What follows belongs to an exercise in optimizing a design on an open flow for small area, a short achievable clock period and few clock cycles; a production flow would make more cautious choices. No functional check of the RTL was part of any run shown here.

==> flow/design.v, too long to show whole: its modules and the start of the top module <==
// module uhre_fxu: 587 lines
// module fxu_rdmux: 19 lines
// module fxu_lane_b: 464 lines
// module fxu_lane_a: 530 lines
// module fxu_fadd: 180 lines
module uhre_fxu (
    input  wire        clk,
    input  wire        rst,         
    input  wire        cmd_valid,
    input  wire [15:0] cmd_word,
    output wire        cmd_ready,
    output reg         done,
    input  wire        wr_en,
    input  wire [4:0]  wr_addr,
    input  wire [15:0] wr_data,
    input  wire [4:0]  rd_addr,
    output reg  [15:0] rd_data
);
  // ...
==> flow/flow/run.sh <==
#!/bin/bash
set -euo pipefail
export SETUP_SLACK_MARGIN=6.0
export BUFFER_PORTS_ARGS="-buffer_cell sky130_fd_sc_hd__buf_4"
export CTS_ARGS="-sink_clustering_enable -repair_clock_nets -sink_clustering_size 30 -sink_clustering_max_diameter 80 -dont_use_dummy_load"
bash standard.sh > make.log 2>&1
==> flow/standard.sh <==
#!/bin/bash
# synth_recipe.tcl (not shown) runs the flow's synth.tcl, then flattens the netlist and writes it again
# the make line also repeats each setting of config.mk as NAME=value (left out here)
make -C /OpenROAD-flow-scripts/flow DESIGN_CONFIG=/design/flow/config.mk WORK_HOME=/design/flow/orfs CLKGATE_MAP_FILE= SYNTH_SCRIPT=/design/flow/synth_recipe.tcl "${@:-finish}"
==> flow/config.mk <==
export PLATFORM = sky130hd
export DESIGN_NAME = uhre_fxu
export DESIGN_NICKNAME = uhre_fxu
export VERILOG_FILES = /design/flow/design.v
export SDC_FILE = /design/flow/constraint.sdc
export NUM_CORES = 8
export LEC_CHECK = 0
export ABC_AREA = 1
export CAP_MARGIN = 20
export CORE_MARGIN = 2
export CORE_UTILIZATION = 42
export PLACE_DENSITY = 0.6
export SLEW_MARGIN = 20
==> flow/constraint.sdc <==
create_clock -name core_clock -period 14.0 [get_ports {clk}]
set_input_delay 2.8000 -clock core_clock [delete_from_list [all_inputs] [get_ports {clk}]]
set_output_delay 2.8000 -clock core_clock [all_outputs]
set_load 0.01 [all_outputs]
==> summary.txt, run 1 <==
Non-clk invs -> 1465
Largest family of logic cells by synthesized area -> simple AND/OR/NAND/NOR gates
Largest register FFs -> 192
Worst min path class -> reg -> reg
Largest net degree at the start of global routing -> 113
Placeable Area -> 163000 sq um
Wire length per cell -> 33.2 microns
Register area -> 16200 sq um
Number of cells on the critical path -> 9
Multi-input logic area -> 46700 sq um
Top_reg_cell synth -> edfxtp_1
Die ar. -> 168000 sq um
Final WS setup -> 5.79 ns
Starting DRT DRC Count -> 12500
Post-CTS Setup Inserts -> 93
Clk Latency, worst-skew pair -> 0.75 ns
Outcome -> complete, no violations
Io pins -> 64
#FFs+latches synth -> 600
Final hold viol count -> 0
Slew Viols, Final -> 0
Top area cells in the synthesized netlist -> edfxtp_1, nand2_1, fa_1, inv_1, ha_1
Clock root buffer -> clkbuf_16
Launch point of the critical path -> rd_addr[1]
Post-Synthesis Cells -> 9851
GRT busiest layer -> met2
NumNets Final -> 10600
Dpl ws -> 3.92 ns
Post-route setup TNS -> 0 ns
Antenna Violating Nets Remaining -> 0
Final Core Density -> 0.473
Via density -> 6.42
Share of cell area taken by multi-input logic gates -> 0.605
CP Buf/Inv Count -> 4
DR top layer -> met5
Input/output buffers -> 63
Cts hold-fix bufs -> 0
Final worst path period need -> 8.21 ns
Number of multi-input logic gates -> 7301
Die Wd -> 410 microns
==> inputs of run 2 (changes only) <==
--- a/flow/flow/run.sh
+++ b/flow/flow/run.sh
@@ -2,3 +2,3 @@
 set -euo pipefail
-export SETUP_SLACK_MARGIN=6.0
+export SETUP_SLACK_MARGIN=6.3
 export BUFFER_PORTS_ARGS="-buffer_cell sky130_fd_sc_hd__buf_4"
--- a/flow/config.mk
+++ b/flow/config.mk
@@ -12,2 +12,2 @@
 export PLACE_DENSITY = 0.6
-export SLEW_MARGIN = 20
+export SLEW_MARGIN = 60
==> run 2 against run 1 <==
Compared with the run above: register-to-register slack better by 0.34 ns; worst hold slack worse by 0.0023 ns; synthesized area did not move; largest cell class unchanged; highest routed layer unchanged.
==> summary.txt, run 2 <==
Outcome -> complete, no violations (unchanged)
Die ar. -> 168000 sq um (unchanged)
Antenna Violating Nets Remaining -> 0 (unchanged)
DR pass1 iterations -> 9 (unchanged)
Maximum buffer depth of the clock tree -> 3 (unchanged)
Die Span Y -> 410 microns (unchanged)
GR Overflow Total -> 0 (unchanged)
Final worst path period need -> 7.83 ns (was 8.21 ns)
Reg clk slew, reported paths -> 0.08 ns (was 0.06 ns)
Yosys cell types -> 85 (unchanged)
Critical path peak fanout -> 29 (was 37)
Crit path DAT -> 5.03 ns (was 5.41 ns)
Worst Setup End Kind -> primary output (unchanged)
Initial antenna violation count -> 32 (unchanged)
H-tree depth -> 2 (unchanged)
Most used cell, CP -> buf_4 (was o21ai_0)
Top-count cell post-synth -> nand2_1 (unchanged)
Commonest non-fill, non-tap cell in the layout -> nand2_1 (unchanged)
Via density -> 6.45 (was 6.42)
Clk_skew -> 0.162 ns (was 0.146 ns)
Cell breakdown of the critical path -> buf_6, clkinv_4, buf_4, nand3_1, a311oi_1, a31oi_2, buf_4 (was buf_12, inv_12, buf_6, o21ai_0, o22ai_1, o211ai_1, o21ai_0, a32o_1, buf_4)
Vias in the first global route -> 71500 (was 70700)
Post-route DRC -> 0 (unchanged)
Worst slew pin tran -> 0.794 ns (was 1.28 ns)
First-pass GRT wire length -> 552000 microns (was 550000 microns)
Largest register FFs -> 192 (unchanged)
Post-Syn Area -> 69100 sq um (unchanged)
Area Overhead vs Synth -> 13.3% (was 11.7%)
Synth async-reset ratio -> 0 (unchanged)
Rel. slew slack -> 0.465 (was 0.135)
DR vias -> 78200 (was 77600)
Post-synth EDFFs -> 419 (unchanged)
Largest net degree at the start of global routing -> 108 (was 113)
Initial core utilization -> 0.424 (unchanged)
Top_reg_cell synth -> edfxtp_1 (unchanged)
Starting DRT DRC Count -> 12000 (was 12500)
Clk Latency, worst-skew pair -> 0.77 ns (was 0.75 ns)
Yosys top cell area share -> 0.182 (unchanged)
YS warnings -> 1 (unchanged)
Io pins -> 64 (unchanged)
CTS tree -> built (unchanged)
Final Core Density -> 0.480 (was 0.473)
Gp weighted congestion -> 1.12 (unchanged)
MaxCap Viol Count -> 0 (unchanged)
Input/output buffers -> 63 (unchanged)
Setup violations, final -> 0 (unchanged)
RSZ-0062 raised after global routing -> no (was yes)
Highest clock rate -> 128 MHz (was 122 MHz)
Biggest register -> ee (unchanged)
Slew Viols, Final -> 0 (unchanged)
CP required -> 11.20 ns (about the same)
Routed Wire Length -> 405000 microns (was 402000 microns)
#FFs+latches synth -> 600 (unchanged)
NumNets Final -> 10600 (about the same)
Yosys top cell by area -> edfxtp_1 (unchanged)
Total GRT Usage -> 0.463 (was 0.462)
Tcrit/Tclk final -> 0.559 (was 0.587)
Syn nets -> 10600 (unchanged)
CTS Buf Count -> 52 (was 53)
Reg2reg setup slack -> 6.36 ns (was 6.02 ns)
Top area cells in the synthesized netlist -> edfxtp_1, nand2_1, fa_1, inv_1, ha_1 (unchanged)
Post-route setup TNS -> 0 ns (unchanged)
Wire length per cell -> 33.4 microns (was 33.2 microns)
Slowest stage delay, CP -> 0.68 ns (was 0.92 ns)
Largest regs -> ee (192), rf (128) (unchanged)
Worst min path class -> reg -> reg (unchanged)
Die Wd -> 410 microns (unchanged)
Commonest cells after routing, fill and taps aside -> nand2_1, inv_1, o21ai_0, nand3_1, a21oi_1 (unchanged)
Startpoint types -> input pin (unchanged)
Register area share after synthesis -> 0.234 (unchanged)
Final hold viol count -> 0 (unchanged)
Placeable Area -> 163000 sq um (unchanged)
Fraction of layout cells with a size suffix above 1 -> 0.118 (was 0.0977)
Post-Synthesis Cells -> 9851 (unchanged)
CP max stage cell -> a311oi_1 (was o211ai_1)
Row count -> 148 (unchanged)
Post-DP HPWL -> 309000 microns (was 307000 microns)
Avg Inst Size Synth -> 7.02 sq um (unchanged)
Top post-synthesis cells by count -> nand2_1, inv_1, o21ai_0 (unchanged)
Setup CP Type -> in -> out (unchanged)
CTS Sinks -> 600 (unchanged)
Clock root buffer -> clkbuf_16 (unchanged)
## run 2: cell counts after synthesis
Identical to the previous run, type by type.
## run 2: cell families (layout without fill, tap and decap cells)
logic type | after synthesis | count (layout) | synth area share
flops | 600 | 600 | 0.234
xor+xnor | 453 | 453 | 0.0574
compound gates | 2533 | 2533 | 0.218
buf+inv | 1952 | 2012 | 0.110
simple gates | 3624 | 3626 | 0.220
fa+ha+maj | 688 | 688 | 0.159
mux | 1 | 1 | 0.000163
other cells | 0 | 24 | 0
## run 2: critical path: cells and delay by family
family | cells | cell delay, ns
buffers and inverters | 4 | 1.07
AOI/OAI and AO/OA | 2 | 0.82
and+or+nand+nor | 1 | 0.22
## run 2: through the flow
step	cell area, sq um	hold slack [ns]	std cells	setup WS [ns]
3_5_place_dp	73400	0.463	11800	4.64
6_report	78400	0.484	12100	6.17
2_1_floorplan	69100	0.435	9851	6.73
5_1_grt	78300	0.500	12100	6.27
4_1_cts	76100	0.484	12000	6.30
3_3_place_gp	72100	0.455	11800	4.00
## run 2: layout make-up
cell class	instances	area (sq um)
Timing Repair Buffer	497	4730
Antenna cell	24	60.1
Clock buffer	52	1300
Multi-Input combinational cell	7301	47600
Inverter	1463	5750
Fill cell	16500	84800
Sequential cell	600	16200
Tap cell	2175	2720
## run 2: what timing repair did
item                                    CTS  global route
setup buffers                            66           100
hold buffers                              0             0
resized for setup                       178           284
endpoints found under the setup margin  368           351
cloned                                    4             8
pin swaps                                14            55
## run 2: per-layer routing
metal,track usage,wire length (microns),vias up
met5,0,121,-
met4,0.396,45300,16
met3,0.152,52800,1575
met2,0.664,162000,6149
met1,0.557,144000,37100
li1,-,-,33300
## run 2: worst paths after layout
check                                      start          endpoint  cells past startpoint
worst max-delay path                  rd_addr[2]        rd_data[0]                      7
worst min-delay path            rs1_q[0]$_DFF_P_  rs1_q[0]$_DFF_P_                      2
worst max register to register   yb[8]$_DFFE_PP_  ee[59]$_DFFE_PP_                     27
worst min register to register  rs1_q[0]$_DFF_P_  rs1_q[0]$_DFF_P_                      2
==> module uhre_fxu, before the edit <==
module uhre_fxu (
    input  wire        clk,
    input  wire        rst,         
    input  wire        cmd_valid,
    input  wire [15:0] cmd_word,
    output wire        cmd_ready,
    output reg         done,
    input  wire        wr_en,
    input  wire [4:0]  wr_addr,
    input  wire [15:0] wr_data,
    input  wire [4:0]  rd_addr,
    output reg  [15:0] rd_data
);
    localparam [4:0] OP_NOP    = 5'd0,  OP_FADD  = 5'd1,  OP_FSUB  = 5'd2,
                     OP_FMUL   = 5'd3,  OP_FDIV  = 5'd4,  OP_AADD  = 5'd5,
                     OP_FSIN   = 5'd6,  OP_FCOS  = 5'd7,  OP_ITOF  = 5'd8,
                     OP_FTOI   = 5'd9,  OP_MID   = 5'd10, OP_MROT  = 5'd11,
                     OP_MTRANS = 5'd12, OP_MSCALE= 5'd13, OP_XFORM = 5'd14,
                     OP_PROJ   = 5'd15;
    localparam [2:0] CL_FMUL = 3'd0, CL_PROJ = 3'd1, CL_XFORM = 3'd2, CL_MSCALE = 3'd3,
                     CL_MROT = 3'd4, CL_MTRANS = 3'd5, CL_FDIV = 3'd6;
    function [8:0] quarter_lo(input [5:0] i);
        case (i)
            6'd0: quarter_lo = 9'd0;
            6'd1: quarter_lo = 9'd6;
            6'd2: quarter_lo = 9'd13;
            6'd3: quarter_lo = 9'd19;
            6'd4: quarter_lo = 9'd25;
            6'd5: quarter_lo = 9'd31;
            6'd6: quarter_lo = 9'd38;
            6'd7: quarter_lo = 9'd44;
            6'd8: quarter_lo = 9'd50;
            6'd9: quarter_lo = 9'd56;
            6'd10: quarter_lo = 9'd62;
            6'd11: quarter_lo = 9'd68;
            6'd12: quarter_lo = 9'd74;
            6'd13: quarter_lo = 9'd80;
            6'd14: quarter_lo = 9'd86;
            6'd15: quarter_lo = 9'd92;
            6'd16: quarter_lo = 9'd98;
            6'd17: quarter_lo = 9'd104;
            6'd18: quarter_lo = 9'd109;
            6'd19: quarter_lo = 9'd115;
            6'd20: quarter_lo = 9'd121;
            6'd21: quarter_lo = 9'd126;
            6'd22: quarter_lo = 9'd132;
            6'd23: quarter_lo = 9'd137;
            6'd24: quarter_lo = 9'd142;
            6'd25: quarter_lo = 9'd147;
            6'd26: quarter_lo = 9'd152;
            6'd27: quarter_lo = 9'd157;
            6'd28: quarter_lo = 9'd162;
            6'd29: quarter_lo = 9'd167;
            6'd30: quarter_lo = 9'd172;
            6'd31: quarter_lo = 9'd177;
            6'd32: quarter_lo = 9'd181;
            6'd33: quarter_lo = 9'd185;
            6'd34: quarter_lo = 9'd190;
            6'd35: quarter_lo = 9'd194;
            6'd36: quarter_lo = 9'd198;
            6'd37: quarter_lo = 9'd202;
            6'd38: quarter_lo = 9'd206;
            6'd39: quarter_lo = 9'd209;
            6'd40: quarter_lo = 9'd213;
            6'd41: quarter_lo = 9'd216;
            6'd42: quarter_lo = 9'd220;
            6'd43: quarter_lo = 9'd223;
            6'd44: quarter_lo = 9'd226;
            6'd45: quarter_lo = 9'd229;
            6'd46: quarter_lo = 9'd231;
            6'd47: quarter_lo = 9'd234;
            6'd48: quarter_lo = 9'd237;
            6'd49: quarter_lo = 9'd239;
            6'd50: quarter_lo = 9'd241;
            6'd51: quarter_lo = 9'd243;
            6'd52: quarter_lo = 9'd245;
            6'd53: quarter_lo = 9'd247;
            6'd54: quarter_lo = 9'd248;
            6'd55: quarter_lo = 9'd250;
            6'd56: quarter_lo = 9'd251;
            6'd57: quarter_lo = 9'd252;
            6'd58: quarter_lo = 9'd253;
            6'd59: quarter_lo = 9'd254;
            6'd60: quarter_lo = 9'd255;
            6'd61: quarter_lo = 9'd255;
            6'd62: quarter_lo = 9'd256;
            6'd63: quarter_lo = 9'd256;
            default: quarter_lo = 9'd0;
        endcase
    endfunction
    function [8:0] quarter_hi(input [5:0] i);
        case (i)
            6'd0: quarter_hi = 9'd256;
            6'd1: quarter_hi = 9'd256;
            6'd2: quarter_hi = 9'd256;
            6'd3: quarter_hi = 9'd255;
            6'd4: quarter_hi = 9'd255;
            6'd5: quarter_hi = 9'd254;
            6'd6: quarter_hi = 9'd253;
            6'd7: quarter_hi = 9'd252;
            6'd8: quarter_hi = 9'd251;
            6'd9: quarter_hi = 9'd250;
            6'd10: quarter_hi = 9'd248;
            6'd11: quarter_hi = 9'd247;
            6'd12: quarter_hi = 9'd245;
            6'd13: quarter_hi = 9'd243;
            6'd14: quarter_hi = 9'd241;
            6'd15: quarter_hi = 9'd239;
            6'd16: quarter_hi = 9'd237;
            6'd17: quarter_hi = 9'd234;
            6'd18: quarter_hi = 9'd231;
            6'd19: quarter_hi = 9'd229;
            6'd20: quarter_hi = 9'd226;
            6'd21: quarter_hi = 9'd223;
            6'd22: quarter_hi = 9'd220;
            6'd23: quarter_hi = 9'd216;
            6'd24: quarter_hi = 9'd213;
            6'd25: quarter_hi = 9'd209;
            6'd26: quarter_hi = 9'd206;
            6'd27: quarter_hi = 9'd202;
            6'd28: quarter_hi = 9'd198;
            6'd29: quarter_hi = 9'd194;
            6'd30: quarter_hi = 9'd190;
            6'd31: quarter_hi = 9'd185;
            6'd32: quarter_hi = 9'd181;
            6'd33: quarter_hi = 9'd177;
            6'd34: quarter_hi = 9'd172;
            6'd35: quarter_hi = 9'd167;
            6'd36: quarter_hi = 9'd162;
            6'd37: quarter_hi = 9'd157;
            6'd38: quarter_hi = 9'd152;
            6'd39: quarter_hi = 9'd147;
            6'd40: quarter_hi = 9'd142;
            6'd41: quarter_hi = 9'd137;
            6'd42: quarter_hi = 9'd132;
            6'd43: quarter_hi = 9'd126;
            6'd44: quarter_hi = 9'd121;
            6'd45: quarter_hi = 9'd115;
            6'd46: quarter_hi = 9'd109;
            6'd47: quarter_hi = 9'd104;
            6'd48: quarter_hi = 9'd98;
            6'd49: quarter_hi = 9'd92;
            6'd50: quarter_hi = 9'd86;
            6'd51: quarter_hi = 9'd80;
            6'd52: quarter_hi = 9'd74;
            6'd53: quarter_hi = 9'd68;
            6'd54: quarter_hi = 9'd62;
            6'd55: quarter_hi = 9'd56;
            6'd56: quarter_hi = 9'd50;
            6'd57: quarter_hi = 9'd44;
            6'd58: quarter_hi = 9'd38;
            6'd59: quarter_hi = 9'd31;
            6'd60: quarter_hi = 9'd25;
            6'd61: quarter_hi = 9'd19;
            6'd62: quarter_hi = 9'd13;
            6'd63: quarter_hi = 9'd6;
            default: quarter_hi = 9'd0;
        endcase
    endfunction
    function legal(input [15:0] w);
        begin
            case (w[15:11])
                OP_NOP, OP_MID:                      legal = (w[10:0] == 11'd0);
                OP_FADD, OP_FSUB, OP_FMUL, OP_FDIV,
                OP_AADD:                             legal = (w[1:0] == 2'd0);
                OP_FSIN, OP_FCOS, OP_ITOF, OP_FTOI,
                OP_XFORM, OP_PROJ:                   legal = (w[4:0] == 5'd0);
                OP_MROT:                             legal = (w[10:8] == 3'd0) && (w[4:2] == 3'd0)
                                                             && (w[1:0] != 2'd3);
                OP_MTRANS, OP_MSCALE:                legal = (w[10:8] == 3'd0) && (w[4:0] == 5'd0);
                default:                             legal = 1'b0;
            endcase
        end
    endfunction
    function [4:0] blen(input [15:0] v);
        integer b;
        begin
            blen = 5'd0;
            for (b = 0; b < 16; b = b + 1)
                if (v[b]) blen = b + 1;
        end
    endfunction
    function [3:0] el_idx(input [1:0] row, input [1:0] col);
        el_idx = (col == 2'd3) ? 4'd9 + {2'd0, row} : {row, 1'b0} + {2'd0, row} + {2'd0, col};
    endfunction
    function [1:0] el_row(input [3:0] e);
        case (e)
            4'd0, 4'd1, 4'd2, 4'd9:  el_row = 2'd0;
            4'd3, 4'd4, 4'd5, 4'd10: el_row = 2'd1;
            default:                 el_row = 2'd2;
        endcase
    endfunction
    function [1:0] rot_row(input [1:0] axis, input sel_q);
        case (axis)
            2'd0:    rot_row = sel_q ? 2'd2 : 2'd1;
            2'd1:    rot_row = sel_q ? 2'd2 : 2'd0;
            default: rot_row = sel_q ? 2'd1 : 2'd0;
        endcase
    endfunction
    function [7:0] msc_pair(input [2:0] k);
        case (k)
            3'd0:    msc_pair = {4'd3,  4'd0};
            3'd1:    msc_pair = {4'd4,  4'd1};
            3'd2:    msc_pair = {4'd5,  4'd6};
            3'd3:    msc_pair = {4'd10, 4'd7};
            3'd4:    msc_pair = {4'd2,  4'd8};
            default: msc_pair = {4'd9,  4'd11};
        endcase
    endfunction
    function [23:0] benc(input [15:0] y, input negate);
        integer i;
        reg b0, b1, b2;
        begin
            for (i = 0; i < 8; i = i + 1) begin
                b0 = (i == 0) ? 1'b0 : y[2*i-1];
                b1 = y[2*i];
                b2 = y[2*i+1];
                benc[i]      = b1 ^ b0;
                benc[8 + i]  = (b2 & ~b1 & ~b0) | (~b2 & b1 & b0);
                benc[16 + i] = b2 ^ negate;
            end
        end
    endfunction
    reg [127:0] rf;           
    reg [191:0] ee;           
    reg [15:0]  psx, psy, cx, cy;
    reg         flag_ov, flag_dz, flag_ill;
    reg        busy;
    reg [2:0]  cls;
    reg [3:0]  step;
    reg [2:0]  rd_q, rs1_q;
    reg [1:0]  fn_q;
    reg [15:0] xa, xb;
    reg [23:0] ya, yb;            
    reg [15:0] v0;                
    reg [33:0] za, zb;            
    reg        pnn_a, pnn_b;      
    reg        c_zx, c_rnd8a, c_rnd16a, c_rnd8b, c_rnd16b;
    reg        c_wp, c_ws, c_wdiv, c_ova, c_ovb, c_wea, c_web, c_mt, c_last;
    reg [2:0]  c_tp, c_ts, c_pidx;
    reg [3:0]  c_eia, c_eib;
    reg [1:0]  c_rowa;
    reg        d_neg;
    wire [15:0] d_r  = zb[15:0];
    wire [17:0] d_d3 = zb[33:16];
    wire [31:0] d_nq = za[31:0];
    wire [15:0] d_d  = xb;
    assign cmd_ready = ~busy;
    wire [4:0] w_op  = cmd_word[15:11];
    wire [2:0] w_rd  = cmd_word[10:8];
    wire [2:0] w_rs1 = cmd_word[7:5];
    wire [2:0] w_rs2 = cmd_word[4:2];
    wire [1:0] w_fn  = cmd_word[1:0];
    wire       w_legal = legal(cmd_word);
    wire       accept  = ~busy & cmd_valid;
    wire       acc_ok  = accept & w_legal;
    wire       hw      = ~busy & wr_en;           
    wire [2:0]  pa_idx = busy ? c_pidx : w_rs1;
    wire [15:0] pa     = rf[16*pa_idx +: 16];
    wire        w_pc   = (w_op == OP_PROJ) || (w_op == OP_MTRANS);
    wire [2:0]  pb_idx = w_pc ? w_rs1 + 3'd1 : w_rs2;
    wire [15:0] pb     = rf[16*pb_idx +: 16];
    wire [15:0] pc     = pb;
    wire [8:0]  q_lo  = quarter_lo(pa[5:0]);
    wire [8:0]  q_hi  = quarter_hi(pa[5:0]);
    wire [8:0]  s_mag = pa[6] ? q_hi : q_lo;
    wire [8:0]  c_mag = pa[6] ? q_lo : q_hi;
    wire        s_neg = pa[7];
    wire        c_neg = pa[7] ^ pa[6];
    wire [15:0] sin_v = s_neg ? 16'd0 - {7'd0, s_mag} : {7'd0, s_mag};
    wire [15:0] cos_v = c_neg ? 16'd0 - {7'd0, c_mag} : {7'd0, c_mag};
    wire        sp_neg = s_neg ^ (w_fn == 2'd1);      
    wire [16:0] add_s  = {pa[15], pa} + {pb[15], pb};
    wire [16:0] sub_s  = {pa[15], pa} - {pb[15], pb};
    wire [7:0]  ang_s  = pa[7:0] + pb[7:0];
    wire [16:0] ftoi_s = {pa[15], pa} + 17'd127 + {16'd0, ~pa[15]};
    wire        itof_ov = !((pa[15:7] == 9'h000) || (pa[15:7] == 9'h1FF));
    reg [15:0] alu_v;
    reg        alu_ov;
    always @(*) begin
        alu_v  = 16'd0;
        alu_ov = 1'b0;
        case (w_op)
            OP_FADD: begin alu_v = add_s[15:0]; alu_ov = add_s[16] ^ add_s[15]; end
            OP_FSUB: begin alu_v = sub_s[15:0]; alu_ov = sub_s[16] ^ sub_s[15]; end
            OP_AADD: alu_v = {8'd0, ang_s};
            OP_FSIN: alu_v = sin_v;
            OP_FCOS: alu_v = cos_v;
            OP_ITOF: begin alu_v = {pa[7:0], 8'd0}; alu_ov = itof_ov; end
            OP_FTOI: alu_v = {{8{ftoi_s[16]}}, ftoi_s[15:8]};
            default: alu_v = pa[15] ? 16'h8000 : 16'h7FFF;    
        endcase
    end
    wire [15:0] mt_t  = ~busy ? ee[16*9 +: 16] : ee[16*11 +: 16];
    wire [16:0] mt_s  = {mt_t[15], mt_t} + {pa[15], pa};
    wire        mt_ov = mt_s[16] ^ mt_s[15];
    wire [16:0] mt1_s = {ee[16*10+15], ee[16*10 +: 16]} + {pc[15], pc};
    wire        mt1_ov = mt1_s[16] ^ mt1_s[15];
    wire [33:0] b_s, b_c, a_s, a_c;
    fxu_lane_b u_lane_b (.x(xb), .one(yb[7:0]), .two(yb[15:8]), .neg(yb[23:16]), .z(zb),
                         .k7(c_rnd8b | c_rnd16b), .k15(c_rnd16b), .cin0(c_rnd16b & pnn_b),
                         .s(b_s), .c(b_c));
    fxu_lane_a u_lane_a (.x(xa), .one(ya[7:0]), .two(ya[15:8]), .neg(ya[23:16]), .z(za),
                         .zx(zb & {34{c_zx}}),
                         .k7(c_rnd8a | c_rnd16a), .k15(c_rnd16a), .cin0(c_rnd16a & pnn_a),
                         .s(a_s), .c(a_c));
    wire [33:0] sum_a, sum_b;
    fxu_fadd u_fadd_a (.s(a_s), .c(a_c), .rnd8(c_rnd8a), .sum(sum_a));
    fxu_fadd u_fadd_b (.s(b_s), .c(b_c), .rnd8(c_rnd8b), .sum(sum_b));
    wire [25:0] h_a   = sum_a[33:8];
    wire [25:0] h_b   = sum_b[33:8];
    wire        ova   = !((h_a[25:15] == 11'h000) || (h_a[25:15] == 11'h7FF));
    wire        ovb   = !((h_b[25:15] == 11'h000) || (h_b[25:15] == 11'h7FF));
    wire [15:0] cla   = (h_a[25:18] == 8'h00 || h_a[25:18] == 8'hFF) ? h_a[23:8] :
                        (h_a[25] ? 16'hFC00 : 16'h03FF);
    wire [15:0] clb   = (h_b[25:18] == 8'h00 || h_b[25:18] == 8'hFF) ? h_b[23:8] :
                        (h_b[25] ? 16'hFC00 : 16'h03FF);
    function [17:0] r4step(input [15:0] r, input [1:0] nb, input [15:0] d, input [17:0] d3);
        reg [17:0] t;
        reg [18:0] e1, e2, e3;
        begin
            t  = {r, nb};
            e1 = {1'b0, t} - {3'b0, d};
            e2 = {1'b0, t} - {2'b0, d, 1'b0};
            e3 = {1'b0, t} - {1'b0, d3};
            if (!e3[18])      r4step = {2'd3, e3[15:0]};
            else if (!e2[18]) r4step = {2'd2, e2[15:0]};
            else if (!e1[18]) r4step = {2'd1, e1[15:0]};
            else              r4step = {2'd0, t[15:0]};
        end
    endfunction
    wire [17:0] dst1 = r4step(d_r, d_nq[31:30], d_d, d_d3);
    wire [15:0] d_r2  = div_first ? d_init[47:32] : dst1[15:0];
    wire [1:0]  d_nb2 = div_first ? d_init[31:30] : d_nq[29:28];
    wire [17:0] d_d32 = div_first ? d_3d : d_d3;
    wire [17:0] dst2 = r4step(d_r2, d_nb2, d_d, d_d32);
    wire [24:0] d_q    = {d_nq[22:0], dst1[17:16]};
    wire [25:0] d_res  = ({2'b0, d_q[24:1]} ^ {26{d_neg}}) + {25'd0, d_q[0] ^ d_neg};
    wire        d_ov   = !((d_res[25:15] == 11'h000) || (d_res[25:15] == 11'h7FF));
    wire [15:0] abs_pa = pa[15] ? 16'd0 - pa : pa;
    wire [15:0] abs_pb = pb[15] ? 16'd0 - pb : pb;
    wire [4:0]  d_la   = blen(za[15:0]);
    wire [4:0]  d_lb   = blen(xb);
    wire [5:0]  d_gsum = {1'b0, d_lb} + 6'd22 - {1'b0, d_la};
    wire [2:0]  d_gh   = (d_gsum[5:2] > 4'd7) ? 3'd7 : d_gsum[4:2];      
    wire [47:0] d_init = {16'd0, 7'd0, za[15:0], 9'd0} << {d_gh, 2'b00};
    wire [17:0] d_3d   = {2'b0, xb} + {1'b0, xb, 1'b0};
    reg       w_multi;
    reg [2:0] w_cls;
    always @(*) begin
        w_multi = 1'b0;
        w_cls   = CL_FMUL;
        if (w_legal) begin
            case (w_op)
                OP_FMUL:   begin w_multi = 1'b1; w_cls = CL_FMUL;   end
                OP_PROJ:   begin w_multi = 1'b1; w_cls = CL_PROJ;   end
                OP_XFORM:  begin w_multi = 1'b1; w_cls = CL_XFORM;  end
                OP_MSCALE: begin w_multi = 1'b1; w_cls = CL_MSCALE; end
                OP_MROT:   begin w_multi = 1'b1; w_cls = CL_MROT;   end
                OP_MTRANS: begin w_multi = 1'b1; w_cls = CL_MTRANS; end
                OP_FDIV:   begin w_multi = (pb != 16'd0); w_cls = CL_FDIV; end
                default: ;
            endcase
        end
    end
    wire div_acc   = ~busy & (w_op == OP_FDIV);
    wire div_first = busy & (cls == CL_FDIV) & (step == 4'd1);
    wire div_iter  = busy & (cls == CL_FDIV) & (step != 4'd1);
    wire [2:0] ld_cls  = busy ? cls : w_cls;
    wire [3:0] ld_step = busy ? step + 4'd1 : 4'd1;
    wire [1:0] ld_fn   = busy ? fn_q : w_fn;
    wire [2:0] ld_rd   = busy ? rd_q : w_rd;
    wire [2:0] ld_rs1  = busy ? rs1_q : w_rs1;
    wire [1:0] ld_col  = ld_step[2:1] - {1'b0, ~ld_step[0]};    
    reg        n_zx, n_rnd8a, n_rnd16a, n_rnd8b, n_rnd16b;
    reg        n_wp, n_ws, n_wdiv, n_ova, n_ovb, n_wea, n_web, n_mt, n_last;
    reg [2:0]  n_tp, n_pidx;
    reg [3:0]  n_eia, n_eib;
    reg        n_za_t0, n_za_t2, n_za_acc, n_za_c, n_zb_t1, n_zb_acc, n_zb_c;
    reg [3:0]  ia, ib;           
    always @(*) begin
        n_zx = 1'b0; n_rnd8a = 1'b0; n_rnd16a = 1'b0; n_rnd8b = 1'b0; n_rnd16b = 1'b0;
        n_wp = 1'b0; n_ws = 1'b0; n_wdiv = 1'b0; n_ova = 1'b0; n_ovb = 1'b0;
        n_wea = 1'b0; n_web = 1'b0; n_mt = 1'b0; n_last = 1'b0;
        n_tp = ld_rd; n_pidx = ld_rs1; n_eia = 4'd0; n_eib = 4'd0;
        n_za_t0 = 1'b0; n_za_t2 = 1'b0; n_za_acc = 1'b0; n_za_c = 1'b0;
        n_zb_t1 = 1'b0; n_zb_acc = 1'b0; n_zb_c = 1'b0;
        ia = 4'd0; ib = 4'd0;
        case (ld_cls)
            CL_FMUL: begin
                n_rnd8a = 1'b1; n_wp = 1'b1; n_ova = 1'b1; n_last = 1'b1;
            end
            CL_PROJ: begin
                n_za_c = 1'b1; n_zb_c = 1'b1; n_rnd16a = 1'b1; n_rnd16b = 1'b1;
                n_wp = 1'b1; n_ws = 1'b1; n_last = 1'b1;
            end
            CL_XFORM: begin
                n_pidx = ld_rs1 + ((ld_step == 4'd3) ? 3'd1 : ld_step[2:0]);
                case (ld_step)
                    4'd1: begin n_za_t0 = 1'b1; n_zb_t1 = 1'b1; ia = 4'd0; ib = 4'd3; end
                    4'd2: begin n_za_acc = 1'b1; n_zb_acc = 1'b1; ia = 4'd1; ib = 4'd4; end
                    4'd3: begin n_za_acc = 1'b1; n_zb_acc = 1'b1; n_rnd8a = 1'b1; n_rnd8b = 1'b1;
                                n_wp = 1'b1; n_ws = 1'b1; n_ova = 1'b1; n_ovb = 1'b1;
                                ia = 4'd2; ib = 4'd5; end
                    4'd4: begin n_za_t2 = 1'b1; ia = 4'd8; ib = 4'd7; end
                    default: begin
                                n_za_acc = 1'b1; n_zb_acc = 1'b1; n_zx = 1'b1; n_rnd8a = 1'b1;
                                n_wp = 1'b1; n_tp = ld_rd + 3'd2; n_ova = 1'b1; n_last = 1'b1;
                                ia = 4'd6; end
                endcase
            end
            CL_MSCALE: begin
                n_rnd8a = 1'b1; n_rnd8b = 1'b1; n_wea = 1'b1; n_web = 1'b1;
                n_ova = 1'b1; n_ovb = 1'b1;
                n_last = (ld_step == 4'd6);
                {ia, ib} = msc_pair(ld_step[2:0] - 3'd1);
                n_eia = ia; n_eib = ib;
            end
            CL_MROT: begin
                n_last = (ld_step == 4'd8);
                ia = el_idx(rot_row(ld_fn, ~ld_step[0]), ld_col);
                ib = ia;
                if (~ld_step[0]) begin
                    n_za_acc = 1'b1; n_zb_acc = 1'b1; n_rnd8a = 1'b1; n_rnd8b = 1'b1;
                    n_wea = 1'b1; n_web = 1'b1; n_ova = 1'b1; n_ovb = 1'b1;
                    n_eia = el_idx(rot_row(ld_fn, 1'b0), ld_col);
                    n_eib = el_idx(rot_row(ld_fn, 1'b1), ld_col);
                end
            end
            CL_MTRANS: begin
                n_mt = 1'b1; n_eia = 4'd11; n_pidx = ld_rs1 + 3'd2; n_last = 1'b1;
            end
            default: begin   
                if (div_first ? (d_gh == 3'd7) : (ld_step == 4'd9)) begin
                    n_wp = 1'b1; n_wdiv = 1'b1; n_ova = 1'b1; n_last = 1'b1;
                end
            end
        endcase
    end
    wire        do_wp   = busy ? c_wp : (acc_ok && (w_op == OP_FADD || w_op == OP_FSUB ||
                          w_op == OP_AADD || w_op == OP_FSIN || w_op == OP_FCOS ||
                          w_op == OP_ITOF || w_op == OP_FTOI ||
                          w_op == OP_FDIV));    
    wire [2:0]  tp      = busy ? c_tp : w_rd;
    wire [2:0]  ts      = c_ts;
    wire        do_ws   = busy & c_ws;
    wire        bs_alu  = ~busy & ~hw;
    wire        bs_div  = busy & c_wdiv;
    wire        bs_a8   = busy & ~c_wdiv & ~c_rnd16a;
    wire        bs_a16  = busy & ~c_wdiv & c_rnd16a;
    wire        bs_b8   = busy & ~c_rnd16b;
    wire        bs_b16  = busy & c_rnd16b;
    wire [15:0] bus_pa  = ({16{bs_div}} & d_res[15:0]) | ({16{bs_a8}} & h_a[15:0]) |
                          ({16{bs_a16}} & cla);
    wire [15:0] bus_pb  = ({16{bs_b8}} & h_b[15:0]) | ({16{bs_b16}} & clb);
    wire [15:0] bus_re  = ({16{hw}} & wr_data) | ({16{bs_alu}} & alu_v) |
                          (tp[0] ? bus_pb : bus_pa);
    wire [15:0] bus_ro  = ({16{hw}} & wr_data) | ({16{bs_alu}} & alu_v) |
                          (tp[0] ? bus_pa : bus_pb);
    wire        mid     = acc_ok & (w_op == OP_MID);
    wire        mt0     = acc_ok & (w_op == OP_MTRANS);
    wire        mt_we   = mt0 | (busy & c_mt);
    wire [15:0] bus_e0  = hw ? wr_data : mt_we ? mt_s[15:0] : (c_rowa == 2'd0) ? h_a[15:0] : h_b[15:0];
    wire [15:0] bus_e1  = hw ? wr_data : mt0 ? mt1_s[15:0] : (c_rowa == 2'd1) ? h_a[15:0] : h_b[15:0];
    wire [15:0] bus_e2  = hw ? wr_data : mt_we ? mt_s[15:0] : (c_rowa == 2'd2) ? h_a[15:0] : h_b[15:0];
    wire        ov_set  = busy ? ((c_ova & (c_wdiv ? d_ov : ova)) | (c_ovb & ovb) | (c_mt & mt_ov))
                               : (acc_ok & ((w_op == OP_MTRANS) ? (mt_ov | mt1_ov) : alu_ov));
    genvar gi;
    generate
        for (gi = 0; gi < 8; gi = gi + 1) begin : g_rf
            wire we = rst | (hw & (wr_addr == gi)) | (do_wp & (tp == gi)) | (do_ws & (ts == gi));
            always @(posedge clk)
                if (we) rf[16*gi +: 16] <= rst ? 16'd0 : ((gi % 2) ? bus_ro : bus_re);
        end
        for (gi = 0; gi < 12; gi = gi + 1) begin : g_ee
            localparam integer ROW = (gi < 9) ? gi / 3 : gi - 9;
            wire we = rst | mid | (hw & (wr_addr == gi + 8)) |
                      (busy & c_wea & (c_eia == gi)) | (busy & c_web & (c_eib == gi)) |
                      (mt0 & (gi == 9 || gi == 10)) | (busy & c_mt & (c_eia == gi));
            wire [15:0] init = (gi == 0 || gi == 4 || gi == 8) ? 16'h0100 : 16'h0000;
            always @(posedge clk)
                if (we) ee[16*gi +: 16] <= (rst | mid) ? init :
                                           (ROW == 0) ? bus_e0 : (ROW == 1) ? bus_e1 : bus_e2;
        end
    endgenerate
    always @(posedge clk) begin
        if (rst) begin
            psx <= 16'h0100; psy <= 16'h0100; cx <= 16'd0; cy <= 16'd0;
        end else if (hw) begin
            if (wr_addr == 5'd20) psx <= wr_data;
            if (wr_addr == 5'd21) psy <= wr_data;
            if (wr_addr == 5'd22) cx  <= wr_data;
            if (wr_addr == 5'd23) cy  <= wr_data;
        end
    end
    always @(posedge clk) begin
        if (rst) begin
            flag_ov <= 1'b0; flag_dz <= 1'b0; flag_ill <= 1'b0;
        end else if (hw && wr_addr == 5'd24) begin
            {flag_ill, flag_dz, flag_ov} <= wr_data[2:0];
        end else begin
            if (ov_set) flag_ov <= 1'b1;
            if (acc_ok && w_op == OP_FDIV && pb == 16'd0) flag_dz <= 1'b1;
            if (accept && !w_legal) flag_ill <= 1'b1;
        end
    end
    always @(posedge clk) begin
        if (rst) begin
            busy <= 1'b0;
            done <= 1'b0;
        end else if (busy) begin
            done <= c_last;
            busy <= ~c_last;
        end else begin
            done <= accept & ~w_multi;
            busy <= accept & w_multi;
        end
    end
    always @(posedge clk) begin
        step <= div_first ? {1'b0, d_gh} + 4'd2 : ld_step;
        if (~busy) begin
            cls   <= w_cls;
            rd_q  <= w_rd;
            rs1_q <= w_rs1;
            fn_q  <= w_fn;
        end
        c_zx <= n_zx;
        c_rnd8a <= n_rnd8a; c_rnd16a <= n_rnd16a; c_rnd8b <= n_rnd8b; c_rnd16b <= n_rnd16b;
        c_wp <= n_wp; c_ws <= n_ws; c_wdiv <= n_wdiv; c_ova <= n_ova; c_ovb <= n_ovb;
        c_wea <= n_wea; c_web <= n_web; c_mt <= n_mt; c_last <= n_last;
        c_tp <= n_tp; c_ts <= ld_rd + 3'd1; c_pidx <= n_pidx;
        c_eia <= n_eia; c_eib <= n_eib; c_rowa <= el_row(n_eia);
        za <= ({34{n_za_t0}}  & {{10{ee[16*9+15]}},  ee[16*9  +: 16], 8'd0}) |
              ({34{n_za_t2}}  & {{10{ee[16*11+15]}}, ee[16*11 +: 16], 8'd0}) |
              ({34{n_za_acc}} & sum_a) | ({34{n_za_c}} & {{2{cx[15]}}, cx, 16'd0}) |
              ({34{div_acc}}  & {18'd0, abs_pa}) |
              ({34{div_first}} & {2'd0, d_init[29:0], dst2[17:16]}) |
              ({34{div_iter}} & {2'd0, d_nq[27:0], dst1[17:16], dst2[17:16]});
        zb <= ({34{n_zb_t1}}  & {{10{ee[16*10+15]}}, ee[16*10 +: 16], 8'd0}) |
              ({34{n_zb_acc}} & sum_b) | ({34{n_zb_c}} & {{2{cy[15]}}, cy, 16'd0}) |
              ({34{div_first}} & {d_3d, dst2[15:0]}) |
              ({34{div_iter}} & {d_d3, dst2[15:0]});
    end
    wire [15:0] ea = ee[16*ia +: 16];
    wire [15:0] eb = ee[16*ib +: 16];
    wire [15:0] e0 = ee[16*0 +: 16];
    wire [15:0] e3 = ee[16*3 +: 16];
    always @(posedge clk) begin
        if (~busy) begin
            case (w_op)
                OP_FMUL:   begin xa <= pb;  ya <= benc(pa, 1'b0); end
                OP_FDIV:   xb <= abs_pb;
                OP_PROJ:   begin xa <= psx; xb <= psy; ya <= benc(pa, 1'b0); yb <= benc(pc, 1'b0); end
                OP_MROT:   begin xa <= (w_fn == 2'd0) ? e3 : e0;  xb <= (w_fn == 2'd0) ? e3 : e0;
                                 ya <= benc(cos_v, 1'b0); yb <= benc({7'd0, s_mag}, sp_neg); end
                default:   begin xa <= (w_op == OP_MSCALE) ? e3 : e0;  xb <= (w_op == OP_MSCALE) ? e0 : e3;
                                 ya <= benc(pa, 1'b0); yb <= benc(pa, 1'b0); end
            endcase
            v0 <= pa;
            pnn_a <= ~(psx[15] ^ pa[15]) | (psx == 16'd0) | (pa == 16'd0);
            pnn_b <= ~(psy[15] ^ pc[15]) | (psy == 16'd0) | (pc == 16'd0);
        end else begin
            xa <= ea;
            if (cls != CL_FDIV) xb <= eb;
            case (cls)
                CL_MROT: begin
                    ya <= step[0] ? {~yb[23:16], yb[15:0]} : yb;
                    yb <= step[0] ? ya : {~ya[23:16], ya[15:0]};
                end
                CL_XFORM: begin
                    case (step)
                        4'd1, 4'd2: begin ya <= benc(pa, 1'b0); yb <= benc(pa, 1'b0); end
                        4'd3: yb <= benc(pa, 1'b0);
                        default: ya <= benc(v0, 1'b0);
                    endcase
                end
                default: ;
            endcase
        end
    end
    always @(posedge clk)
        if (~busy) d_neg <= pa[15] ^ pb[15];
    wire [15:0] rd_mux;
    fxu_rdmux u_rdmux (.a(rd_addr), .rf(rf), .ee(ee), .psx(psx), .psy(psy), .cx(cx), .cy(cy),
                       .st({flag_ill, flag_dz, flag_ov}), .d(rd_mux));
    always @(*) rd_data = rd_mux;
endmodule
==> inputs of run 3 (changes only) <==
--- a/flow/design.v
+++ b/flow/design.v
@@ -465,2 +465,7 @@
     wire [15:0] bus_e2  = hw ? wr_data : mt_we ? mt_s[15:0] : (c_rowa == 2'd2) ? h_a[15:0] : h_b[15:0];
+    wire [15:0] bus_reg = bus_re & {16{~rst}};
+    wire [15:0] bus_rog = bus_ro & {16{~rst}};
+    wire [15:0] bus_e0g = bus_e0 & {16{~(rst | mid)}};
+    wire [15:0] bus_e1g = bus_e1 & {16{~(rst | mid)}};
+    wire [15:0] bus_e2g = bus_e2 & {16{~(rst | mid)}};
     wire        ov_set  = busy ? ((c_ova & (c_wdiv ? d_ov : ova)) | (c_ovb & ovb) | (c_mt & mt_ov))
@@ -472,3 +477,3 @@
             always @(posedge clk)
-                if (we) rf[16*gi +: 16] <= rst ? 16'd0 : ((gi % 2) ? bus_ro : bus_re);
+                if (we) rf[16*gi +: 16] <= (gi % 2) ? bus_rog : bus_reg;
         end
@@ -481,4 +486,4 @@
             always @(posedge clk)
-                if (we) ee[16*gi +: 16] <= (rst | mid) ? init :
-                                           (ROW == 0) ? bus_e0 : (ROW == 1) ? bus_e1 : bus_e2;
+                if (we) ee[16*gi +: 16] <= init & {16{rst | mid}} |
+                                           ((ROW == 0) ? bus_e0g : (ROW == 1) ? bus_e1g : bus_e2g);
         end
==> flow/flow/run.sh (replaced) <==
#!/bin/bash
set -euo pipefail
export SETUP_SLACK_MARGIN=6.3
export BUFFER_PORTS_ARGS="-buffer_cell sky130_fd_sc_hd__buf_4"
bash standard.sh > make.log 2>&1
--- a/flow/config.mk
+++ b/flow/config.mk
@@ -12,2 +12,2 @@
 export PLACE_DENSITY = 0.6
-export SLEW_MARGIN = 60
+export SLEW_MARGIN = 20
==> run 3 against run 2 <==
Compared with the run above: still clean; utilization increased by 0.42 points; worst setup slack improved by 0.030 ns; via count increased by 0.31%; routed wire length increased by 2.4%; largest cell class unchanged.
==> summary.txt, run 3 <==
Crit path DAT -> 5.00 ns (was 5.03 ns)
Worst min path class -> reg -> reg (unchanged)
RSZ-0062 raised after global routing -> yes (was no)
Worst slew pin tran -> 1.16 ns (was 0.794 ns)
Most used cell, CP -> buf_6 (was buf_4)
GRT busiest layer -> met2 (unchanged)
Row count -> 148 (unchanged)
CP Buf/Inv Count -> 5 (was 4)
Total GRT Usage -> 0.478 (was 0.463)
Starting DRT DRC Count -> 12200 (was 12000)
CTS Sinks -> 600 (unchanged)
CP top delay family -> buffers and inverters (unchanged)
Met2 Use GR -> 0.697 (was 0.664)
Antenna Violating Nets Remaining -> 0 (unchanged)
DR vias -> 78400 (was 78200)
Largest register FFs -> 192 (unchanged)
Top post-synthesis cells by count -> nand2_1, inv_1, o21ai_0 (unchanged)
CTS tree -> built (unchanged)
Largest regs -> ee (192), rf (128) (unchanged)
Post-synth EDFFs -> 419 (unchanged)
Input/output buffers -> 63 (unchanged)
Gp weighted congestion -> 1.11 (was 1.12)
Fin cells -> 12200 (was 12100)
Setup CP Type -> in -> out (unchanged)
Via density -> 6.41 (was 6.45)
Startpoint types -> input pin (unchanged)
Biggest register -> ee (unchanged)
Placed cells -> 11800 (about the same)
Top area cells in the synthesized netlist -> edfxtp_1, nand2_1, fa_1, inv_1, ha_1 (unchanged)
Outcome -> complete, no violations (unchanged)
Avg Inst Size Synth -> 7.00 sq um (was 7.02 sq um)
Tcrit/Tclk final -> 0.557 (was 0.559)
CTS Buf Count -> 77 (was 52)
Slowest stage delay, CP -> 0.44 ns (was 0.68 ns)
Area Overhead vs Synth -> 14.5% (was 13.3%)
Die Wd -> 409 microns (was 410 microns)
Rel. slew slack -> 0.225 (was 0.465)
NumNets Final -> 10700 (was 10600)
Fraction of layout cells with a size suffix above 1 -> 0.116 (was 0.118)
Setup violations, final -> 0 (unchanged)
Commonest cells after routing, fill and taps aside -> nand2_1, inv_1, o21ai_0, nand3_1, a21oi_1 (unchanged)
Critical path peak fanout -> 34 (was 29)
Top_reg_cell synth -> edfxtp_1 (unchanged)
MaxCap Viol Count -> 0 (unchanged)
Largest net degree at the start of global routing -> 94 (was 108)
Synth async-reset ratio -> 0 (unchanged)
Top-count cell post-synth -> nand2_1 (unchanged)
Worst Setup End Kind -> primary output (unchanged)
Commonest non-fill, non-tap cell in the layout -> nand2_1 (unchanged)
Cell breakdown of the critical path -> buf_6, clkinv_4, buf_6, o211ai_1, clkbuf_4, a32o_1, buf_4 (was buf_6, clkinv_4, buf_4, nand3_1, a311oi_1, a31oi_2, buf_4)
Post-DP HPWL -> 308000 microns (was 309000 microns)
Die Span Y -> 409 microns (was 410 microns)
Routed Wire Length -> 415000 microns (was 405000 microns)
Post-route setup TNS -> 0 ns (unchanged)
Wire length per cell -> 33.9 microns (was 33.4 microns)
Placeable Area -> 163000 sq um (about the same)
Yosys top cell area share -> 0.182 (about the same)
Post-Syn Area -> 69000 sq um (was 69100 sq um)
Grt met3 use -> 0.143 (was 0.152)
#FFs+latches synth -> 600 (unchanged)
Yosys cell types -> 78 (was 85)
First-pass GRT wire length -> 564000 microns (was 552000 microns)
CP required -> 11.20 ns (about the same)
Clk_skew -> 0.0440 ns (was 0.162 ns)
Maximum buffer depth of the clock tree -> 3 (unchanged)
Syn nets -> 10600 (about the same)
Die ar. -> 167000 sq um (was 168000 sq um)
Slew Viols, Final -> 0 (unchanged)
Final hold viol count -> 0 (unchanged)
CP max stage cell -> buf_6 (was a311oi_1)
Yosys top cell by area -> edfxtp_1 (unchanged)
H-tree depth -> 3 (was 2)
Final worst path period need -> 7.80 ns (was 7.83 ns)
Initial core utilization -> 0.423 (was 0.424)
Register area share after synthesis -> 0.235 (was 0.234)
Met1 usage -> 0.578 (was 0.557)
Highest clock rate -> 128 MHz (about the same)
Io pins -> 64 (unchanged)
Cts hold-fix bufs -> 0 (unchanged)
Reg clk slew, reported paths -> 0.07 ns (was 0.08 ns)
GR Overflow Total -> 0 (unchanged)
Post-route DRC -> 0 (unchanged)
YS warnings -> 1 (unchanged)
Vias in the first global route -> 71200 (was 71500)
Clk Latency, worst-skew pair -> 0.73 ns (was 0.77 ns)
Clock root buffer -> clkbuf_16 (unchanged)
DR pass1 iterations -> 8 (was 9)
Post-Synthesis Cells -> 9851 (unchanged)
Initial antenna violation count -> 43 (was 32)
run 3: logic make-up after synthesis:
logic type / synth area share
adder cells (fa/ha/maj): 0.159
XOR/XNOR: 0.0565
multiplexers: 0.000599
AO/OA/AOI/OAI: 0.211
flip-flops: 0.235
AND/OR/NAND/NOR: 0.228
buffers and inverters: 0.110
run 3: metrics by stage:
stage	cell area, sq um	util	worst slack, ns	hold slack (ns)
floorplan	69000	-	6.70	0.435
global placement	71700	0.440	4.39	0.466
detailed placement	71700	0.440	4.38	0.479
CTS	77100	0.473	6.25	0.495
global route	78900	0.484	6.14	0.520
finish	79000	0.485	6.20	0.497
run 3: path summary, 6_finish.rpt:
check,startpoint,endpoint,slack (ns),cells past startpoint
worst max register to register,xa[12]$_DFFE_PN_,ee[51]$_DFFE_PP_,6.29,33
worst min-delay path,rs1_q[0]$_DFF_P_,rs1_q[0]$_DFF_P_,0.50,2
worst min register to register,rs1_q[0]$_DFF_P_,rs1_q[0]$_DFF_P_,0.50,2
worst max-delay path,rd_addr[2],rd_data[15],6.20,7
run 3: layout make-up:
class | count | area, sq um
Multi-Input combinational cell | 7314 | 47000
Clock buffer | 111 | 2130
Clock inverter | 32 | 422
Inverter | 1466 | 5760
Tap cell | 2175 | 2720
Fill cell | 16500 | 84000
Sequential cell | 600 | 16200
Antenna cell | 38 | 95.1
Timing Repair Buffer | 488 | 4570
Timing Repair inverter | 4 | 30.0
run 3: repair_timing:
action	CTS	global route
resized for setup	307	254
pin swaps	31	45
setup endpoints to repair	387	379
gates cloned	14	5
buffers inserted	150	74
run 3: worst reg2reg max path, delay by kind of cell, from the launching register on:
kind                       cells  cell delay (ns)
DFF                            1             0.63
and+or+nand+nor               12             1.44
xor gates and xnor gates       2             0.40
adders and majority gates      6             2.57
buffers and inverters          9             1.31
AOI/OAI and AO/OA              4             1.00
run 3: routing by layer:
layer | share of wire | up-vias
met3 | 0.12 | 1552
li1 | - | 33500
met1 | 0.36 | 37300
met5 | 0.00048 | -
met2 | 0.41 | 6082
met4 | 0.10 | 30
==> inputs of run 4 (changes only) <==
--- a/flow/config.mk
+++ b/flow/config.mk
@@ -12,2 +12,2 @@
 export PLACE_DENSITY = 0.6
-export SLEW_MARGIN = 20
+export SLEW_MARGIN = 60
==> run 4 against run 3 <==
Compared with the run above: highest routed layer unchanged; first-iteration DRC count down 4.2%; maximum frequency is essentially flat; still clean on timing, DRC and antenna; die area did not move; critical path type unchanged; synthesized area stayed put.
==> summary.txt, run 4 <==
Outcome -> complete, no violations (unchanged)
DR pass1 iterations -> 7 (was 8)
Post-Synthesis Cells -> 9851 (unchanged)
Area of placed instances -> 72800 sq um (was 71700 sq um)
Largest register FFs -> 192 (unchanged)
Startpoint types -> input pin (unchanged)
Final hold viol count -> 0 (unchanged)
Post-route DRC -> 0 (unchanged)
Area Overhead vs Synth -> 13.5% (was 14.5%)
CP max stage cell -> a221oi_1 (was buf_6)
Vias in the first global route -> 70600 (was 71200)
YS warnings -> 1 (unchanged)
Wire length per cell -> 33.6 microns (was 33.9 microns)
Largest regs -> ee (192), rf (128) (unchanged)
CTS Buf Count -> 78 (was 77)
Die Span Y -> 409 microns (unchanged)
Starting DRT DRC Count -> 11700 (was 12200)
Clk_skew -> 0.0413 ns (was 0.0440 ns)
CP Buf/Inv Count -> 4 (was 5)
Io pins -> 64 (unchanged)
NumNets Final -> 10600 (was 10700)
Commonest non-fill, non-tap cell in the layout -> nand2_1 (unchanged)
Top_reg_cell synth -> edfxtp_1 (unchanged)
Top-count cell post-synth -> nand2_1 (unchanged)
Slowest stage delay, CP -> 0.58 ns (was 0.44 ns)
Cell breakdown of the critical path -> buf_16, inv_16, clkbuf_8, a21oi_1, a221oi_1, o21ai_0, a32o_1, buf_4 (was buf_6, clkinv_4, buf_6, o211ai_1, clkbuf_4, a32o_1, buf_4)
Fraction of layout cells with a size suffix above 1 -> 0.117 (was 0.116)
MaxCap Viol Count -> 0 (unchanged)
Gp weighted congestion -> 1.11 (unchanged)
Setup violations, final -> 0 (unchanged)
Placeable Area -> 163000 sq um (unchanged)
Avg Inst Size Synth -> 7.00 sq um (unchanged)
First-pass GRT wire length -> 555000 microns (was 564000 microns)
DR vias -> 77200 (was 78400)
Synth async-reset ratio -> 0 (unchanged)
CP required -> 11.20 ns (about the same)
Critical path peak fanout -> 45 (was 34)
Die Wd -> 409 microns (unchanged)
#FFs+latches synth -> 600 (unchanged)
Row count -> 148 (unchanged)
CTS Sinks -> 600 (unchanged)
Crit path DAT -> 5.00 ns (about the same)
Tcrit/Tclk final -> 0.557 (about the same)
Setup CP Type -> in -> out (unchanged)
Register area share after synthesis -> 0.235 (unchanged)
Worst min path class -> reg -> reg (unchanged)
Initial core utilization -> 0.423 (unchanged)
H-tree depth -> 3 (unchanged)
Yosys cell types -> 78 (unchanged)
CP top delay family -> compound AO/OA/AOI/OAI gates (was buffers and inverters)
Highest clock rate -> 128 MHz (about the same)
Post-synth EDFFs -> 419 (unchanged)
Multi-input logic area -> 47300 sq um (was 47000 sq um)
Register area -> 16200 sq um (about the same)
Clock root buffer -> clkbuf_16 (unchanged)
Antenna Violating Nets Remaining -> 0 (unchanged)
Final worst path period need -> 7.80 ns (about the same)
Clk Latency, worst-skew pair -> 0.75 ns (was 0.73 ns)
Syn nets -> 10600 (unchanged)
Commonest cells after routing, fill and taps aside -> nand2_1, inv_1, o21ai_0, nand3_1, a21oi_1 (unchanged)
Cts hold-fix bufs -> 0 (unchanged)
Worst slew pin tran -> 0.695 ns (was 1.16 ns)
GR Overflow Total -> 0 (unchanged)
Reg clk slew, reported paths -> 0.06 ns (was 0.07 ns)
Routed Wire Length -> 407000 microns (was 415000 microns)
Maximum buffer depth of the clock tree -> 3 (unchanged)
Largest net degree at the start of global routing -> 94 (unchanged)
Post-Syn Area -> 69000 sq um (unchanged)
Filler cells -> 16500 (about the same)
Input/output buffers -> 63 (unchanged)
CTS tree -> built (unchanged)
Initial antenna violation count -> 38 (was 43)
Top area cells in the synthesized netlist -> edfxtp_1, nand2_1, fa_1, inv_1, ha_1 (unchanged)
Top post-synthesis cells by count -> nand2_1, inv_1, o21ai_0 (unchanged)
Rel. slew slack -> 0.532 (was 0.225)
Worst Setup End Kind -> primary output (unchanged)
Non-Filler Cell Area, Final -> 78300 sq um (was 79000 sq um)
Total GRT Usage -> 0.470 (was 0.478)
Die ar. -> 167000 sq um (unchanged)
Post-route setup TNS -> 0 ns (unchanged)
Post-DP HPWL -> 309000 microns (was 308000 microns)
Yosys top cell area share -> 0.182 (unchanged)
Yosys top cell by area -> edfxtp_1 (unchanged)
Biggest register -> ee (unchanged)
Via density -> 6.37 (was 6.41)
RSZ-0062 raised after global routing -> yes (unchanged)
Slew Viols, Final -> 0 (unchanged)
==> run 4: cell count changes in the layout (fill, tap and decap cells not counted), moves of 13 or more <==
cell        change
buf_12         -13
o21ai_0        -45
clkinvlp_4     -33
clkinv_2       +16
inv_2          +35
diode_2        -17
buf_4         -108
inv_1          -26
clkbuf_1       -14
o21ai_1        +33
inv_4          +17
==> run 4: kinds of logic (layout without fill, tap and decap cells) <==
logic type,Yosys count,in the layout,synth area share
XOR/XNOR,445,445,0.0565
other,0,21,0
AO/OA/AOI/OAI,2462,2462,0.211
buffers and inverters,1942,2004,0.110
flip-flops,600,600,0.235
adder cells (fa/ha/maj),687,687,0.159
AND/OR/NAND/NOR,3711,3716,0.228
multiplexers,4,4,0.000599
==> run 4: area by class of cell <==
cell class | count | area share
inverter | 1466 | 0.0727
timing repair inverter | 2 | 0.000176
tap | 2175 | 0.0348
antenna | 21 | 0.000671
clock inverter | 43 | 0.00699
multi-input combinational | 7314 | 0.605
timing repair buffer | 396 | 0.0461
sequential | 600 | 0.207
clock buffer | 97 | 0.0267
==> run 4: through the flow <==
step	worst slack, ns	util	hold WS [ns]	instances
2_1_floorplan	6.70	-	0.435	9851
3_3_place_gp	4.39	0.440	0.466	11800
3_5_place_dp	4.81	0.447	0.473	11800
4_1_cts	6.30	0.470	0.490	12000
5_1_grt	6.27	0.480	0.503	12100
6_report	6.20	0.480	0.489	12100
==> run 4: repair_timing <==
| item | CTS | global route |
|---|---|---|
| cloned | 5 | 7 |
| gates resized for setup | 184 | 232 |
| setup buffers | 35 | 48 |
| setup endpoints to repair | 368 | 354 |
| pin swaps | 25 | 40 |
==> run 4: final timing paths <==
kind / slack, ns / to / depth (start not counted) / startpoint
hold / removal: 0.49 / fn_q[1]$_DFF_P_ / 2 / fn_q[1]$_DFF_P_
setup reg to reg: 6.37 / ee[167]$_DFFE_PP_ / 39 / yb[9]$_DFFE_PP_
hold reg to reg: 0.49 / fn_q[1]$_DFF_P_ / 2 / fn_q[1]$_DFF_P_
setup / recovery: 6.20 / rd_data[14] / 8 / rd_addr[0]
==> run 4: worst min-delay path, cell delays in order (launching register included) <==
cell and delay, ns:
dfxtp_1 0.31, nor2_1 0.07, nor2_1 0.08
==> run 4: metal layers <==
metal,vias up,wire length [microns],global-route usage
li1,33200,-,-
met1,36800,148000,0.578
met2,5678,169000,0.688
met3,1448,48500,0.131
met4,24,41700,0.377
met5,-,172,0

port drivers added, routing unchanged:
No port has a modelled driver above. Below, the same layouts with a new extraction and two added sets of constraints.
Step 1 (the two cells are an assumption about what drives the block):
set clk [get_ports {clk}]
set_driving_cell -lib_cell sky130_fd_sc_hd__clkbuf_16 $clk
set_driving_cell -lib_cell sky130_fd_sc_hd__buf_2 [delete_from_list [all_inputs] $clk]
Step 2 moves the port delays by t, midway between the first and last clock arrival at a register: inputs arrive t later, outputs are due t later. That takes back most of the time a late clock gives input paths.
a / b / c = ideal / step 1 / step 2; a / b = the first two.
run | t, ns | slack for setup (ns) | worst slew at a driven data input, ns
run 1 | 0.769 | 5.787 / 5.714 / 5.265 | 0.12
run 2 | 0.781 | 6.169 / 6.137 / 5.570 | 0.19
run 3 | 0.798 | 6.199 / 5.966 / 5.499 | 0.29
run 4 | 0.815 | 6.202 / 6.074 / 5.612 | 0.20
After both steps every run listed still meets setup and hold. The setup slack of run 3, which loses most, moves by -0.233 ns with the drivers and by -0.700 ns with both steps.
